Context: an optimization exercise on an open-source flow, tuned for small area, a short achievable clock period and few clock cycles per item. The choices shown serve that exercise and are no tape-out recipe. Function was checked by simulation only, so behaviour that the tests miss may differ from the original.

// tea_cbc_engine
module tea_cbc_engine (
    input  wire         clk,
    input  wire         rst,
    input  wire         in_valid,
    output wire         in_ready,
    input  wire [1:0]   in_op,
    input  wire         in_first,
    input  wire [127:0] in_key,
    input  wire [31:0]  in_a,
    input  wire [31:0]  in_b,
    output wire         out_valid,
    input  wire         out_ready,
    output wire [31:0]  out_a,
    output wire [31:0]  out_b
);
Size: about 2000 cells after synthesis, ~230 flip-flops, ~270 I/O pins, ~18000 µm² of cells after synthesis.
make LEC_CHECK=0 CAP_MARGIN=20 CORE_MARGIN=2 CORE_UTILIZATION=40 SETUP_SLACK_MARGIN=5 SLEW_MARGIN=20 finish   # period 11.0 ns
run.sh (not shown) runs the stock make flow with config.mk's settings and CLKGATE_MAP_FILE= SYNTH_SCRIPT=/design/flow/synth_recipe.tcl, a recipe that flattens the netlist after the stock synthesis.
The starting point completed without violations.
Testbench counts at the start, summed over its fixed seeds: cycles 208,008, items 3,200.
==> next run, changes <==
Settings changed: SETUP_SLACK_MARGIN 5 to not set.
Result: Synthesized cell count does not change. Wire length went down slightly. Clock skew went up by 0.0080 ns. Maximum frequency went down by roughly a tenth. Final area went down slightly. Critical path depth is unchanged. Via count went down slightly. Setup slack loses 0.88 ns.
==> next run, changes <==
==> flow/flow/run.sh (new file) <==
#!/bin/bash
# The standard layout (standard.sh), with Yosys's extraction of full and
# half adders into fa/ha cells turned off, so that ABC maps the adders itself.
set -euo pipefail
export ADDER_MAP_FILE=
bash standard.sh > standard.log 2>&1
==> flow/standard.sh (new file) <==
#!/bin/bash
# synth_recipe.tcl (not shown) runs the flow's synth.tcl, then flattens the netlist and writes it again
# the make line also repeats each setting of config.mk as NAME=value (left out here)
make -C /OpenROAD-flow-scripts/flow DESIGN_CONFIG=/design/flow/config.mk WORK_HOME=/design/flow/orfs CLKGATE_MAP_FILE= SYNTH_SCRIPT=/design/flow/synth_recipe.tcl "${@:-finish}"
Settings changed: SETUP_SLACK_MARGIN set to 5.
removed: flow/run.sh
=> The new run finished with timing, DRC and antenna clean. Final cell count climbs by about 9%. Global-route usage drops by 0.38 points. Wire length climbs by 5.2%.


tea_cbc_engine, a different RTL version from the one above (not shown whole).
Size in the first run: ~1700 cells after synthesis, roughly 240 flip-flops, roughly 270 I/O pins, about 16000 sq um of cells after synthesis.
==> flow/config.mk <==
export PLATFORM = sky130hd
export DESIGN_NAME = tea_cbc_engine
export DESIGN_NICKNAME = tea_cbc_engine
export VERILOG_FILES = /design/flow/design.v
export SDC_FILE = /design/flow/constraint.sdc
export NUM_CORES = 4
export LEC_CHECK = 0
export CAP_MARGIN = 20
export CORE_MARGIN = 2
export CORE_UTILIZATION = 40
export CTS_BUF_LIST = sky130_fd_sc_hd__clkbuf_4
export SETUP_SLACK_MARGIN = 5
export SLEW_MARGIN = 20
==> flow/constraint.sdc <==
create_clock -name core_clock -period 11.0 [get_ports {clk}]
set_input_delay 2.2000 -clock core_clock [delete_from_list [all_inputs] [get_ports {clk}]]
set_output_delay 2.2000 -clock core_clock [all_outputs]
set_load 0.01 [all_outputs]
standard.sh (not shown) runs the stock make flow with config.mk's settings and CLKGATE_MAP_FILE= SYNTH_SCRIPT=/design/flow/synth_recipe.tcl, a recipe that flattens the netlist after the stock synthesis.
==> flow/flow/run.sh <==
#!/bin/bash
# The standard layout (standard.sh) with one change: buffer_ports buffers
# every input and output port with sky130_fd_sc_hd__buf_1 rather than the
# cell it picks itself (clkdlybuf4s50_1, 2.7 times the area).
set -euo pipefail
bash standard.sh BUFFER_PORTS_ARGS="-buffer_cell sky130_fd_sc_hd__buf_1" finish > standard.log 2>&1
Testbench counts at the start, summed over its fixed seeds: cycles 211,208, items 3,200.
==> next run, changes <==
==> flow/flow/run.sh (replaced) <==
#!/bin/bash
# The standard layout (standard.sh) with one change: buffer_ports buffers
# every input and output port with sky130_fd_sc_hd__buf_1 rather than the
# cell it picks itself (clkdlybuf4s50_1, 2.7 times the area).
# Timing repair aims 6.5 ns below the clock period.
set -euo pipefail
bash standard.sh BUFFER_PORTS_ARGS="-buffer_cell sky130_fd_sc_hd__buf_1" SETUP_SLACK_MARGIN=6.5 finish > standard.log 2>&1
Settings changed: CTS_BUF_LIST sky130_fd_sc_hd__clkbuf_4 to not set, SETUP_SLACK_MARGIN 5 to not set.
=> Flip-flop and latch count stays the same; critical path depth is unchanged; global-route usage grows by 0.25 points; register-to-register slack gains 0.47 ns; fmax grows by 9.1%.
==> next run, changes <==
Settings changed: CTS_BUF_LIST set to sky130_fd_sc_hd__clkbuf_4.
The new run went through all stages and came out clean.
Fmax drops slightly.
Worst hold slack is about the same.
Worst setup slack loses 0.076 ns.
Cell area climbs slightly.
Count of clock-buffer cells in the layout climbs by 57.
Area after synthesis stays the same.
==> next run, changes <==
==> flow/flow/run.sh (replaced) <==
#!/bin/bash
# The standard layout (standard.sh) with one change: buffer_ports buffers
# every input and output port with sky130_fd_sc_hd__buf_1 rather than the
# cell it picks itself (clkdlybuf4s50_1, 2.7 times the area).
set -euo pipefail
bash standard.sh BUFFER_PORTS_ARGS="-buffer_cell sky130_fd_sc_hd__buf_1" finish > standard.log 2>&1
Settings changed: CTS_BUF_LIST sky130_fd_sc_hd__clkbuf_4 to sky130_fd_sc_hd__clkbuf_8, CTS_CLUSTER_DIAMETER set to 60, CTS_CLUSTER_SIZE set to 14, SETUP_SLACK_MARGIN set to 5.
The new run produced a clean layout.
Die area is unchanged.
Sequential cell count does not change.
Utilization goes down by 3.9 points.
Final cell count goes down by about 6%.
Final area goes down by 7.9%.
Worst setup slack got worse by 0.47 ns.
Global-route usage goes down by 1.3 points.
Via count goes down by 5.4%.
==> next run, changes <==
Settings changed: CORE_UTILIZATION 40 to 60, CTS_BUF_LIST sky130_fd_sc_hd__clkbuf_8 to sky130_fd_sc_hd__clkbuf_4, CTS_CLUSTER_DIAMETER 60 to not set, CTS_CLUSTER_SIZE 14 to not set, PLACE_DENSITY set to 0.7.
Final cell count came out lower by 5.3%.
Maximum frequency came out higher by 1.0%.

==> what the ideal ports hide <==
Ports are ideal in the flow. The routed layouts listed here were re-timed in OpenROAD. Step 1 sets driving cells, clkbuf_16 on the clock port and buf_2 on the other inputs (assumed; they add their load-dependent delay and slew). Step 2 moves the port delays by t, midway between the first and last clock arrival at a register: inputs arrive t later, outputs are due t later. That takes back most of the time a late clock gives input paths. a / b / c = ideal ports / drivers / drivers and shift; a / b = the first two.
run	shift t [ns]	slack for setup (ns)	slew at the worst register clock pin (ns)
the first run of note 1	0.652	5.173 / 5.173 / 5.173	0.07 / 0.07
the second run of note 1	0.635	4.290 / 4.290 / 4.290	0.07 / 0.07
the third run of note 1	0.621	5.231 / 5.231 / 5.231	0.06 / 0.06
the first run of note 2	0.791	5.379 / 5.379 / 5.379	0.07 / 0.07
the second run of note 2	0.615	5.849 / 5.849 / 5.849	0.06 / 0.06
the third run of note 2	0.800	5.772 / 5.772 / 5.772	0.08 / 0.08
the fourth run of note 2	0.679	5.304 / 5.304 / 5.304	0.10 / 0.10
the fifth run of note 2	0.693	5.360 / 5.360 / 5.360	0.08 / 0.08
After both steps every run listed still meets setup and hold.
